From an optimization exercise on the open Yosys and OpenROAD flow, aimed at small area, a short achievable clock period and few clock cycles; shortcuts taken in it are not production practice.
Power figures rest on the tool's default switching activity, not on a simulated workload.

==> 03-17 <==
## ircodec
module ircodec (
    input  wire        clk,
    input  wire        rst,
    input  wire        cmd_valid,
    output wire        cmd_ready,
    input  wire [31:0] cmd_word,
    input  wire [31:0] cmd_arg0,
    input  wire [31:0] cmd_arg1,
    output wire [31:0] res0,
    output wire [31:0] res1,
    output wire [31:0] status,
    output wire [31:0] cfg_state,
    output wire [31:0] cfg_res,
    output wire [31:0] cfg_margin,
    output wire [31:0] tt_leader,
    output wire [31:0] tt_bit0,
    output wire [31:0] tt_bit1,
    output wire [31:0] tt_ending,
    output wire [31:0] tt_margin,
    output wire [31:0] enc_state,
    output wire [31:0] seq_tx,
    output wire [31:0] seq_next,
    output wire [31:0] dec_result,
    output wire [7:0]  pl_rd_addr,
    input  wire [7:0]  pl_rd_data,
    output reg         pl_we,
    output wire [7:0]  pl_wr_addr,
    output wire [7:0]  pl_wr_data,
    output reg         tx_we,
    output wire [6:0]  tx_addr,
    output wire [31:0] tx_wdata,
    output wire [6:0]  rx_rd_addr,
    input  wire [31:0] rx_rd_data,
    output reg         dst_we,
    output wire [7:0]  dst_wr_addr,
    output wire [7:0]  dst_wr_data,
    output wire [7:0]  dst_rd_addr,
    input  wire [7:0]  dst_rd_data
);
    localparam [3:0] C_OK        = 4'h0, C_STARVED   = 4'h1, C_EMPTY     = 4'h2,
                     C_TIMING    = 4'h3, C_LEADER    = 4'h4, C_ENDING    = 4'h5,
                     C_SHORT     = 4'h6, C_LENGTH    = 4'h7, C_DESTSMALL = 4'h8,
                     C_CFGINV    = 4'h9, C_NOTINIT   = 4'hA, C_ALREADY   = 4'hB,
                     C_ILLEGAL   = 4'hC, C_ARGRANGE  = 4'hD;
    localparam [1:0] PH_LEADER = 2'd0, PH_DATA = 2'd1, PH_ENDING = 2'd2;
    localparam [4:0] S_IDLE  = 5'd0,
  ...
Settings: LEC_CHECK=0, ABC_CLOCK_PERIOD_IN_PS=3000, CAP_MARGIN=20, CORE_MARGIN=2, CORE_UTILIZATION=40, SETUP_SLACK_MARGIN=5, SLEW_MARGIN=20; clock period 12.0 ns.
run.sh (not shown) runs the stock make flow with config.mk's settings and CLKGATE_MAP_FILE= SYNTH_SCRIPT=/design/flow/synth_recipe.tcl, a recipe that flattens the netlist after the stock synthesis.
==> inputs of 08-01, as changes to 03-17 <==
--- a/flow/design.v
+++ b/flow/design.v
@@ -68,31 +68,28 @@
     localparam [3:0] C_OK        = 4'h0, C_STARVED   = 4'h1, C_EMPTY     = 4'h2,
                      C_TIMING    = 4'h3, C_LEADER    = 4'h4, C_ENDING    = 4'h5,
                      C_SHORT     = 4'h6, C_LENGTH    = 4'h7, C_DESTSMALL = 4'h8,
                      C_CFGINV    = 4'h9, C_NOTINIT   = 4'hA, C_ALREADY   = 4'hB,
                      C_ILLEGAL   = 4'hC, C_ARGRANGE  = 4'hD;
     localparam [1:0] PH_LEADER = 2'd0, PH_DATA = 2'd1, PH_ENDING = 2'd2;
     localparam [4:0] S_IDLE  = 5'd0,
-                     S_DISP  = 4'd1,
-                     S_IMUL  = 4'd2,
-                     S_IDIV  = 4'd3,
+                     S_DISP  = 5'd1,
+                     S_IMUL  = 5'd2,
+                     S_IDIV  = 5'd3,
                      S_ICHK1 = 5'd4,
                      S_ICHK2 = 5'd5,
-                     S_ENC   = 4'd6,
+                     S_ENC   = 5'd6,
                      S_DLEAD = 5'd7,
                      S_DDATA = 5'd8,
-                     S_DEND  = 4'd9,
-                     S_DCOM  = 4'd10,
-                     S_SB    = 4'd11,
-                     S_SC    = 4'd12,
-                     S_SC2   = 4'd13,
-                     S_DWAIT = 5'd14,
-                     S_ICHK3 = 5'd15,
-                     S_RST   = 5'd16,
-                     S_ICHK4 = 5'd17;
+                     S_DEND  = 5'd9,
+                     S_DCOM  = 5'd10,
+                     S_SB    = 5'd11,
+                     S_SC    = 5'd12,
+                     S_ICHK3 = 5'd13,
+                     S_RST   = 5'd14;
     reg [4:0] state;
     reg       rdy;
     reg [31:0] r_res0, r_res1;
     reg [3:0]  st_code;
     reg [7:0]  st_lastop;
     reg        tt_valid;
     reg [31:0] r_cfg_res, r_cfg_margin;
@@ -111,14 +108,15 @@
     reg [7:0]  w;             
     reg [7:0]  wa;            
     reg [31:0] wd;            
     reg [7:0]  ra;            
     reg [6:0]  ri;            
     reg [7:0]  byte_r;        
     reg        done;
+    reg        use_in;        
     reg        flag;          
     reg [3:0]  ksel;          
     reg [3:0]  post_err;      
     reg [16:0] dif_a, dif_i0, dif_i1;    
     reg [120:0] dbuf;         
     reg        x_clr;         
     reg [4:0]  ctr;
@@ -194,31 +192,38 @@
     wire [15:0] n_act   = lead_a ? t_la : t_ba;
     wire [15:0] n_i0    = lead_i ? t_li : t_ba;
     wire [16:0] mm      = chk_h ? {t_m, 1'b1} : {1'b0, t_m};
     wire u_act, u_i0, u_i1;
     ircodec_match u_m_act (.dif(dif_a),  .m(mm), .hit(u_act));
     ircodec_match u_m_i0  (.dif(dif_i0), .m(mm), .hit(u_i0));
     ircodec_match u_m_i1  (.dif(dif_i1), .m(mm), .hit(u_i1));
-    reg h_act, h_i0, h_i1;
-    wire is_leader = h_act && h_i0;
-    wire sym_ok    = h_act && (h_i0 || h_i1);
-    wire sym_bit   = !h_i0;
+    wire is_leader = u_act && u_i0;
+    wire sym_ok    = u_act && (u_i0 || u_i1);
+    wire sym_bit   = !u_i0;
     reg [7:0] shot_byte;
     always @(*) begin
         case (w[2:0])
             3'd0:    shot_byte = 8'h4C;
             3'd1:    shot_byte = 8'h54;
             3'd2:    shot_byte = 8'h00;
             3'd3:    shot_byte = r_seq_tx[31:24];
             3'd4:    shot_byte = r_seq_tx[23:16];
             3'd5:    shot_byte = r_seq_tx[15:8];
             default: shot_byte = r_seq_tx[7:0];
         endcase
     end
-    wire [31:0] sc_seq = {dbuf[96:89], dbuf[104:97], dbuf[112:105], dbuf[120:113]};
+    wire [31:0] sc_seq = {dbuf[104:97], dbuf[112:105], dbuf[120:113], dst_rd_data};
+    wire        sc_hit = ({dbuf[104:97], dbuf[112:105], dbuf[120:113]} == r_seq_next[31:8]) &&
+                         (dst_rd_data == r_seq_next[7:0]);
+    wire acc_enc = (cmd_word == 32'd2) && tt_valid &&
+                   (cmd_arg0[31:9] == 23'd0) && !(cmd_arg0[8] && (|cmd_arg0[7:0])) &&
+                   (cmd_arg1[31:8] == 24'd0) && !(cmd_arg1[7] && (|cmd_arg1[6:0])) &&
+                   (cmd_arg1[7:0] != 8'd0);
+    wire acc_sb  = (cmd_word == 32'd4);
+    wire [7:0] cur_byte = use_in ? pl_rd_data : byte_r;
     wire e_data  = (phase == PH_DATA);
     wire e_wok   = (w < a1l[7:0]);
     wire e_pclt  = (pcur < a0l);
     wire e_bit   = e_data && e_wok && e_pclt;
     wire e_end   = ((phase == PH_ENDING) || (e_data && !e_pclt)) && e_wok;
     task finish(input [31:0] v0, input [31:0] v1, input [3:0] code);
         begin
@@ -249,17 +254,14 @@
             t_m          <= 16'd0;
         end
     endtask
     always @(posedge clk) begin
         dif_a  <= {1'b0, d_act}  - {1'b0, n_act};
         dif_i0 <= {1'b0, d_idle} - {1'b0, n_i0};
         dif_i1 <= {1'b0, d_idle} - {1'b0, t_b1i};
-        h_act <= u_act;
-        h_i0  <= u_i0;
-        h_i1  <= u_i1;
         if (state == S_DCOM || state == S_SC)
             dbuf <= {dst_rd_data, dbuf[120:8]};
         else
             dbuf <= {dbuf[119:0], sym_bit};
         if (state == S_IMUL || state == S_IDIV)
             dbuf[36:0] <= x_next;
         begin
@@ -281,21 +283,40 @@
                         a0h <= |cmd_arg0[31:9];
                         a1h <= |cmd_arg1[31:9];
                         ra  <= pcur[7:0] + 8'd1;
                         if (!tt_valid) begin
                             r_cfg_res    <= cmd_arg0;
                             r_cfg_margin <= cmd_arg1;
                         end
+                        done   <= 1'b0;
+                        use_in <= 1'b1;
+                        if (acc_enc) begin
+                            state <= S_ENC;
+                            if (phase == PH_LEADER) begin
+                                tx_we <= 1'b1;
+                                wa    <= 8'd0;
+                                wd    <= sym_leader;
+                                w     <= 8'd1;
+                                phase <= PH_DATA;
+                            end else begin
+                                w <= 8'd0;
+                            end
+                        end
+                        if (acc_sb) begin
+                            pl_we <= 1'b1;
+                            wa    <= 8'd0;
+                            wd    <= {24'd0, 8'h4C};
+                            w     <= 8'd1;
+                            state <= S_SB;
+                        end
                     end else begin
                         ri <= 7'd0;
                     end
                 end
                 S_DISP: begin
-                    byte_r <= pl_rd_data;
-                    done   <= 1'b0;
                     if (illegal) begin
                         if (!tt_valid) init_clear;
                         finish(32'd0, 32'd0, C_ILLEGAL);
                     end else begin
                         case (st_lastop[2:0])
                             3'd1: begin  
                                 if (tt_valid) begin
@@ -318,46 +339,32 @@
                                     finish(32'd0, 32'd0, C_NOTINIT);
                                 end else if (arg0_gt256 || arg1_gt128)
                                     finish(32'd0, 32'd0, C_ARGRANGE);
                                 else if (a1l[7:0] == 8'd0)
                                     finish(32'd0, 32'd0, C_STARVED);
                                 else begin
                                     state <= S_ENC;
-                                    if (phase == PH_LEADER) begin
-                                        tx_we <= 1'b1;
-                                        wa    <= 8'd0;
-                                        wd    <= sym_leader;
-                                        w     <= 8'd1;
-                                        phase <= PH_DATA;
-                                    end else begin
-                                        w <= 8'd0;
-                                    end
                                 end
                             end
                             3'd3: begin  
                                 if (!tt_valid) begin
                                     init_clear;
                                     dec_fail(C_NOTINIT);
                                 end else if (arg0_gt128 || arg1_gt256)
                                     dec_fail(C_ARGRANGE);
                                 else if (a0l[7:1] == 7'd0)
                                     dec_fail(C_SHORT);
                                 else begin
                                     ksel     <= cap_lt ? a1l[3:0] : kmax;
                                     post_err <= cap_lt ? C_DESTSMALL :
                                                 (n_m2[2:0] != 3'd0) ? C_LENGTH : C_OK;
-                                    state    <= S_DWAIT;
+                                    state    <= S_DLEAD;
                                 end
                             end
                             3'd4: begin  
-                                if (!tt_valid) init_clear;
-                                pl_we <= 1'b1;
-                                wa    <= 8'd0;
-                                wd    <= {24'd0, 8'h4C};
-                                w     <= 8'd1;
                                 state <= S_SB;
                             end
                             default: begin  
                                 if (!tt_valid) init_clear;
                                 flag <= (dst_rd_data == 8'h4C);
                                 w    <= 8'd1;
                                 if (dec_fresh && dec_count == 4'd7)
@@ -399,40 +406,39 @@
                         state <= (vsel == 2'd3) ? S_ICHK1 : S_IMUL;
                     end
                 end
                 S_ICHK1: begin
                     state <= S_ICHK2;
                 end
                 S_ICHK2: begin
+                    flag  <= !ovf && (t_m != 16'd0) && !u_act && !u_i1;
                     state <= S_ICHK3;
                 end
                 S_ICHK3: begin
-                    flag  <= !ovf && (t_m != 16'd0) && !h_act && !h_i1;
-                    state <= S_ICHK4;
-                end
-                S_ICHK4: begin
-                    if (flag && !h_i0) begin
+                    if (flag && !u_i0) begin
                         tt_valid <= 1'b1;
                         finish(32'd0, 32'd0, C_OK);
                     end else begin
                         init_clear;
                         finish(32'd0, 32'd0, C_CFGINV);
                     end
                 end
                 S_ENC: begin
-                    tx_we <= 1'b0;
+                    tx_we  <= 1'b0;
+                    byte_r <= cur_byte;
+                    use_in <= 1'b0;
                     if (e_bit) begin
                         tx_we <= 1'b1;
                         wa    <= w;
-                        wd    <= byte_r[bcur] ? sym_bit1 : sym_bit0;
+                        wd    <= cur_byte[bcur] ? sym_bit1 : sym_bit0;
                         w     <= w + 8'd1;
                         bcur  <= bcur + 3'd1;
                         if (bcur == 3'd7) begin
                             pcur   <= pcur + 9'd1;
-                            byte_r <= pl_rd_data;
+                            use_in <= 1'b1;
                             ra     <= ra + 8'd1;
                         end
                     end else if (e_end) begin
                         tx_we <= 1'b1;
                         wa    <= w;
                         wd    <= sym_ending;
                         w     <= w + 8'd1;
@@ -442,17 +448,14 @@
                         done  <= 1'b1;
                     end else begin
                         if (e_data && !e_pclt)
                             phase <= PH_ENDING;
                         finish({24'd0, w}, {31'd0, done}, C_OK);
                     end
                 end
-                S_DWAIT: begin
-                    state <= S_DLEAD;
-                end
                 S_DLEAD: begin
                     w <= {1'b0, ksel, 3'd0};
                     if (!is_leader)
                         dec_fail(C_LEADER);
                     else if (ksel != 4'd0)
                         state <= S_DDATA;
                     else if (post_err != C_OK)
@@ -468,15 +471,15 @@
                         if (post_err != C_OK)
                             dec_fail(post_err);
                         else
                             state <= S_DEND;
                     end
                 end
                 S_DEND: begin
-                    if (!h_act)
+                    if (!u_act)
                         dec_fail(C_ENDING);
                     else if (ksel == 4'd0) begin
                         dec_count <= 4'd0;
                         dec_code  <= C_EMPTY;
                         dec_fresh <= 1'b0;
                         finish(32'd0, 32'd0, C_EMPTY);
                     end else begin
@@ -492,38 +495,38 @@
                         dec_count <= ksel;
                         dec_code  <= C_OK;
                         dec_fresh <= 1'b1;
                         finish({28'd0, ksel}, 32'd0, C_OK);
                     end
                 end
                 S_SB: begin
+                    if (!tt_valid) init_clear;
                     w  <= w + 8'd1;
                     wa <= w;
                     wd <= {24'd0, shot_byte};
                     if (w == 8'd7) begin
                         pl_we    <= 1'b0;
                         r_seq_tx <= r_seq_tx + 32'd1;
                         finish(r_seq_tx, 32'd0, C_OK);
                     end
                 end
                 S_SC: begin
                     w <= w + 8'd1;
                     if (w == 8'd1 && dst_rd_data != 8'h54) flag <= 1'b0;
                     if (w == 8'd2 && dst_rd_data != 8'h00) flag <= 1'b0;
-                    if (w == 8'd6) state <= S_SC2;
-                end
-                S_SC2: begin
-                    dec_fresh <= 1'b0;
-                    if (!flag)
-                        finish(32'd0, 32'd0, C_OK);           
-                    else if (sc_seq == r_seq_next) begin
-                        r_seq_next <= r_seq_next + 32'd1;
-                        finish(32'd1, sc_seq, C_OK);          
-                    end else
-                        finish(32'd2, sc_seq, C_OK);          
+                    if (w == 8'd6) begin
+                        dec_fresh <= 1'b0;
+                        if (!flag)
+                            finish(32'd0, 32'd0, C_OK);           
+                        else if (sc_hit) begin
+                            r_seq_next <= r_seq_next + 32'd1;
+                            finish(32'd1, sc_seq, C_OK);          
+                        end else
+                            finish(32'd2, sc_seq, C_OK);          
+                    end
                 end
                 default: begin
                     state <= S_IDLE;
                     rdy   <= 1'b1;
                 end
             endcase
         end
==> flow/flow/run.sh (new file) <==
#!/bin/bash
# Standard layout, with repair_timing aiming well below the clock period
# and plain buffers on the ports. Each tool's output goes to its own log.
set -euo pipefail
export SETUP_SLACK_MARGIN=7
export BUFFER_PORTS_ARGS="-buffer_cell sky130_fd_sc_hd__buf_1"
bash standard.sh > standard_make.log 2>&1
==> flow/standard.sh (new file) <==
#!/bin/bash
# synth_recipe.tcl (not shown) runs the flow's synth.tcl, then flattens the netlist and writes it again
# the make line also repeats each setting of config.mk as NAME=value (left out here)
make -C /OpenROAD-flow-scripts/flow DESIGN_CONFIG=/design/flow/config.mk WORK_HOME=/design/flow/orfs CLKGATE_MAP_FILE= SYNTH_SCRIPT=/design/flow/synth_recipe.tcl "${@:-finish}"
SETUP_SLACK_MARGIN = default   (was 5)
removed: flow/run.sh
==> results.txt <==
- The total placed instance area is 0.0377 mm^2.
- The simple logic cell fraction of the synthesized area is 18.0%.
- The non-clock inverter instance count of the final layout is between 150 and 200.
- After detailed routing, the average wire length per cell comes to about 25 um.
- The logic gate share of total power is 43.4%.
- The wire length of the first global-routing pass is 207000 um.
- The met1 routing resource usage after global routing is roughly two fifths.
- The final RePlAce weighted congestion is 0.976.
- The combinational gate power is 4100 uW.
- The hold path startpoint is dbuf[52].
- The flow ran to the end and the layout has no timing, DRC or antenna violations.
- Once layout is done, the placed cells without fillers occupy 0.0420 mm^2.
- The sequential share of the synthesized area is 35.6%.
That was 08-01.
==> results.txt <==
- The wire length of the first global-routing pass is roughly 200000 um.
- The layout has about 140 inverters outside the clock class.
- The final RePlAce weighted congestion is 0.958.
- The area of all placed cells without fillers is 0.0438 mm^2.
- The per-cell routed wire length is 24.1 um.
- After Yosys synthesis, and, or, nand and nor cells account for 16.3% of the synthesized area.
- For met1 alone, demand over resource in global routing was between 30% and 40%.
- The combinational gate power is about 1600 uW.
- The startpoint identified for the worst hold timing path is r_res0[0].
- The flow ran to the end and the layout has no timing, DRC or antenna violations.
- Sequential cells were found to cover between 30 and 40% of the synthesized design area.
- The logic gate share of total power is 25.0%.
That was 03-17.
No run of this note included a check of the RTL's function; only the layout flow was run.

port drivers added, routing unchanged:
The flow's constraints put no driver on any port. The routed layouts listed below were extracted and timed again, unchanged, in two steps. Step 1 assumes that a clkbuf_16 drives the clock port and a buf_2 every other input. Step 2, shift: input delay + t, output delay - t, t = (earliest + latest rising clock arrival at the registers) / 2. This alone moves slack from input paths to output paths. Three values: ideal, step 1, step 2; two values: the first two.
| run | t, ns | setup WS [ns] | worst setup path after step 2 | cell pins on the clock port's net |
|---|---|---|---|---|
| 03-17 | 0.696 | 6.770 / 6.806 / 6.110 | input to register | 1 |
| 08-01 | 0.713 | 6.880 / 6.880 / 6.381 | input to register | 1 |
After both steps setup and hold are still met in every run listed. For 03-17, which loses most, drivers alone change the setup slack by +0.036 ns; drivers and shift together by -0.660 ns.
